From an optimization exercise on the open Yosys and OpenROAD flow, aimed at small area, a short achievable clock period and few clock cycles per item; shortcuts taken in it are not production practice.
The RTL was checked by simulation tests, not by an equivalence proof against the original design.
Power figures rest on the tool's default switching activity, not on a simulated workload.

## job 551
Design upb_freq_codec, start of the top module:
module upb_freq_codec (
    input             clk,
    input             rst,           
    input             in_valid,
    output            in_ready,
    input      [3:0]  in_op,         
    input             in_layout,     
    input      [31:0] in_freq,
    input      [31:0] in_fcint,
    input      [31:0] in_fcfrac,
    input      [15:0] in_dreg0,
    input      [15:0] in_dreg1,
    output            out_valid,
    output     [3:0]  out_fcause,    
    output     [31:0] out_freq,
    output     [7:0]  out_fcint,
    output     [23:0] out_fcfrac,
    output     [15:0] out_dreg0,
    output     [15:0] out_dreg1
);
    localparam [31:0] F_MIN = 32'd775_000_000;
    localparam [31:0] F_MAX = 32'd1_100_000_000;
    reg          busy;       
    reg          rdy;        
    reg          mode;       
    reg  [2:0]   cnt;
    reg  [18:0]  rem;        
    reg  [31:0]  S;          
    reg          ov;
    reg  [2:0]   fc;
    reg  [31:0]  O;          
    reg  [2:0]   fco;        
    reg          qpend;      
    reg          f31;        
    assign in_ready = rdy;
    assign out_valid = ov;
    assign out_fcause = {1'b0, fco};
    wire hz = (in_op == 4'hB);
    wire rh = (in_op == 4'hC);
    wire st = (in_op == 4'hD);
    wire rs = (in_op == 4'hE);
    wire a_bad = (|in_fcint[31:6]) || (|in_fcfrac[31:19]);
    wire b_bad = (|in_fcint[31:8]) || (|in_fcfrac[31:24]);
    wire r_flt = (rh & a_bad) | (st & (in_layout ? a_bad : b_bad));
  ...
Size: ~1300 cells after synthesis, about 97 flip-flops, about 240 I/O pins, about 9600 um2 of cells after synthesis.
Settings: LEC_CHECK=0, CAP_MARGIN=20, CORE_MARGIN=2, CORE_UTILIZATION=55, SLEW_MARGIN=20; clock period 11.0 ns.
standard.sh (not shown) runs the stock make flow with config.mk's settings and CLKGATE_MAP_FILE= SYNTH_SCRIPT=/design/flow/synth_recipe.tcl, a recipe that flattens the netlist after the stock synthesis.
==> flow/flow/run.sh <==
#!/bin/bash
# Standard ORFS layout (standard.sh), with the port buffers made of the smallest buffer
# and timing repair aiming below the clock period. Each step's output goes to its own log.
set -euo pipefail
export BUFFER_PORTS_ARGS="-buffer_cell sky130_fd_sc_hd__buf_1"
if [[ -f flow/margin.txt ]]; then export SETUP_SLACK_MARGIN=$(cat flow/margin.txt); fi
bash standard.sh synth > synth.log 2>&1
bash standard.sh floorplan > floorplan.log 2>&1
bash standard.sh place > place.log 2>&1
bash standard.sh cts > cts.log 2>&1
bash standard.sh route > route.log 2>&1
bash standard.sh finish > finish.log 2>&1
==> flow/flow/margin.txt <==
7.0
Job 551: flow completed, timing, DRC and antenna clean
Testbench counts of job 551, summed over its fixed seeds: cycles 10,791, items 2,400.
Edits applied to the flow inputs when going from job 551 to job 2103:
Settings: setting TNS_END_PERCENT to 10 for the first time.
Lower number of inserted filler cells in the final layout goes to job 551 over job 2103. Between job 2103 and job 551, the difference in sequential share of layout area is negligible. Density: job 2103 sparser than job 551. Taking job 551 as the reference, in job 2103 switching power of the nets dropped about 0.8%, final hold slack comparable, met3 routed wirelength saw a decrease. Worst slew margin relative to its limit: job 2103 better than job 551. Per the comparison of job 2103 with job 551, total routed wirelength held, non-clock buffer count saw a decrease, combinational share of power -0.3 points.
--- input diff job 2103..job 2235 ---
Settings: a change of CORE_UTILIZATION from 55 to 60; a deleted TNS_END_PERCENT that had been 10.
==> flow/flow/margin.txt <==
6.8
Sort job 2103 and job 2235 by share of cells above drive strength 1 desc -> top: job 2103
Looking at net switching share of the total power, job 2235 sits below job 2103.
When job 2235 is measured against job 2103, its part of the total power dissipated in the clock network turns out 0.7 points higher.
Worst hold slack: job 2235 vs job 2103 up 0.029 ns
On job 2235: met1 layer usage reported by global route is 1.4 points higher than what job 2103 gave.
Going from job 2103 to job 2235, total track usage shows an increase of 2.5 points, non-clock buffer count down about 3.4%, synthesis-to-layout area growth saw a decrease.
Input changes introduced in job 9318 (baseline for comparison: job 2235):
Settings: CORE_UTILIZATION now 55, was 60; CAP_MARGIN now 0, was 20; SLEW_MARGIN now 0, was 20.
==> flow/flow/margin.txt <==
7.0
Any difference in power in sequential cells between job 2235 and job 9318 is small enough to ignore.
Final standard cell area without fillers, job 9318 vs job 2235: up by a few percent
Changes observed in job 9318 relative to job 2235: detailed-route wire length on metal 1 now larger, final wirelength increased 2.5%, post-layout minimum cycle time moved down, slack of the critical path rose 0.25 ns, total instance count after detailed placement went up by 10.
Leakage power figure sits higher in job 9318 than in job 2235.
NOTE HPWL after detailed placement job 2235->job 9318 increased slightly
Of job 2235 and job 9318, job 9318 shows the higher combinational power, with job 2235 below it.


upb_freq_codec again, from the RTL that the note above started with.
export LEC_CHECK = 0
export CAP_MARGIN = 10
export CORE_MARGIN = 2
export CORE_UTILIZATION = 55
export SLEW_MARGIN = 10
create_clock -name core_clock -period 11.0 [get_ports {clk}]
==> flow/flow/margin.txt <==
7.1
Scripts as last shown in full above: flow/flow/run.sh
The starting point ran to the end with no violations.
Testbench counts at the start, summed over its fixed seeds: cycles 10,791, items 2,400.
Next try:
==> flow/flow/margin.txt (replaced) <==
7.0
--- a/flow/config.mk
+++ b/flow/config.mk
@@ -6,6 +6,7 @@
 export NUM_CORES = 4
 export LEC_CHECK = 0
-export CAP_MARGIN = 10
+export CAP_MARGIN = 20
 export CORE_MARGIN = 2
 export CORE_UTILIZATION = 55
-export SLEW_MARGIN = 10
+export GPL_ROUTABILITY_DRIVEN = 0
+export SLEW_MARGIN = 20
What happened: Clock-buffer cell count is unchanged; via count hardly moves; design area went down by a few percent; final cell count came out lower slightly; die area stays the same; synthesized cell count stays the same; non-clock buffer count falls by 9.


Another version of the RTL of upb_freq_codec (not shown whole).
Size in the first run: roughly 1200 cells after synthesis, roughly 240 I/O pins, about 0.0086 mm^2 of cells after synthesis.
==> flow/config.mk <==
export PLATFORM = sky130hd
export DESIGN_NAME = upb_freq_codec
export DESIGN_NICKNAME = upb_freq_codec
export VERILOG_FILES = /design/flow/design.v
export SDC_FILE = /design/flow/constraint.sdc
export NUM_CORES = 4
export LEC_CHECK = 0
export CAP_MARGIN = 20
export CORE_MARGIN = 2
export CORE_UTILIZATION = 55
export CTS_CLUSTER_DIAMETER = 150
export CTS_CLUSTER_SIZE = 32
export SLEW_MARGIN = 20
==> flow/constraint.sdc <==
create_clock -name core_clock -period 11.0 [get_ports {clk}]
set_input_delay 2.2000 -clock core_clock [delete_from_list [all_inputs] [get_ports {clk}]]
set_output_delay 2.2000 -clock core_clock [all_outputs]
set_load 0.01 [all_outputs]
==> flow/flow/margin.txt <==
7.0
Scripts as last shown in full above: flow/flow/run.sh
The starting point ran to the end with no violations.
Testbench counts at the start, summed over its fixed seeds: cycles 12,458, items 2,400.
Edit:
CORE_UTILIZATION = 62   (was 55)
CTS_CLUSTER_DIAMETER = unset   (was 150)
CTS_CLUSTER_SIZE = unset   (was 32)
Effect: Clock skew is about the same. Power is higher by 2.8%. Setup slack is worse by 100 ps. Core utilization is higher by 8.8 points. Clock power is higher by about 5%.
Edit:
==> flow/flow/margin.txt (replaced) <==
6.9
CORE_UTILIZATION = 50   (was 62)
What happened: The changed run passed the timing, DRC and antenna checks. Critical path depth drops by 10. Worst setup slack is worse by 47 ps. Fmax drops by about 1.2%.


## 05-01
Starting RTL as in the previous note.
==> flow/design.v (excerpt) <==
module upb_freq_codec (
    input             clk,
    input             rst,           
    input             in_valid,
    output            in_ready,
    input      [3:0]  in_op,         
    input             in_layout,     
    input      [31:0] in_freq,
    input      [31:0] in_fcint,
    input      [31:0] in_fcfrac,
    input      [15:0] in_dreg0,
    input      [15:0] in_dreg1,
    output            out_valid,
    output     [3:0]  out_fcause,    
    output     [31:0] out_freq,
    output     [7:0]  out_fcint,
    output     [23:0] out_fcfrac,
    output     [15:0] out_dreg0,
    output     [15:0] out_dreg1
);
clock: 11.0 ns
lec_check: 0
cap_margin: 20
core_margin: 2
core_utilization: 45
slew_margin: 20
==> flow/flow/margin.txt <==
6.7
Scripts as last shown in full above: flow/flow/run.sh
Testbench counts of 05-01, summed over its fixed seeds: cycles 12,458, items 2,400.
### 05-01 -> 04-28
==> flow/flow/margin.txt <==
7.1
==> comparison <==
04-28: full flow OK, the timing, DRC and antenna checks passed
Critical-path cell with the highest stage delay: fa_2 -> 04-28, a221o_2 -> 05-01
04-28 vs 05-01, destination of the critical timing path: rem[17] vs S[0]
Per the comparison of 04-28 with 05-01, worst setup slack for register-to-register paths has increased; instance area after placement has remained practically unchanged; die span in x has remained practically unchanged.

## separate check: timing with driven ports
In the flow no input, the clock included, has a driving cell. The finished layouts below were timed again as built, in two steps.
Step 1 sets driving cells, clkbuf_16 on the clock port and buf_2 on the other inputs (assumed; they add their load-dependent delay and slew).
Step 2 adds t to the input delays and takes it off the output delays; t is the mean of the earliest and latest rising clock arrival at the registers after step 1. Input paths then give back, and output paths get back, about the clock's delay inside the block.
Slacks: ideal ports / drivers / drivers and shift; pairs: ideal ports / drivers.
run	t (ns)	setup WS [ns]	worst hold slack (ns)	worst data-port slew with drivers (ns)	cell pins on the clock port's net
job 551	0.396	7.140 / 7.140 / 6.784	0.433 / 0.433 / 0.433	0.04	1
job 2103	0.395	7.030 / 7.030 / 6.684	0.432 / 0.432 / 0.432	0.04	1
job 2235	0.399	6.893 / 6.893 / 6.587	0.461 / 0.461 / 0.461	0.04	1
job 9318	0.396	7.140 / 7.140 / 6.784	0.433 / 0.433 / 0.433	0.04	1
the first run of note 2	0.392	7.120 / 7.120 / 6.801	0.432 / 0.432 / 0.432	0.04	1
the second run of note 2	0.402	6.930 / 6.930 / 6.753	0.430 / 0.430 / 0.430	0.04	1
the first run of note 3	0.389	7.138 / 7.138 / 6.817	0.464 / 0.464 / 0.464	0.04	1
the second run of note 3	0.391	7.036 / 7.036 / 6.772	0.472 / 0.472 / 0.472	0.06	1
the third run of note 3	0.387	6.989 / 7.011 / 6.624	0.471 / 0.471 / 0.471	0.06	1
05-01	0.395	6.908 / 6.908 / 6.577	0.457 / 0.457 / 0.457	0.05	1
04-28	0.403	7.205 / 7.205 / 6.855	0.486 / 0.486 / 0.486	0.06	1
After both steps every run listed still meets setup and hold. For the third run of note 3, which loses most, drivers alone change the setup slack by +0.022 ns; drivers and shift together by -0.365 ns.
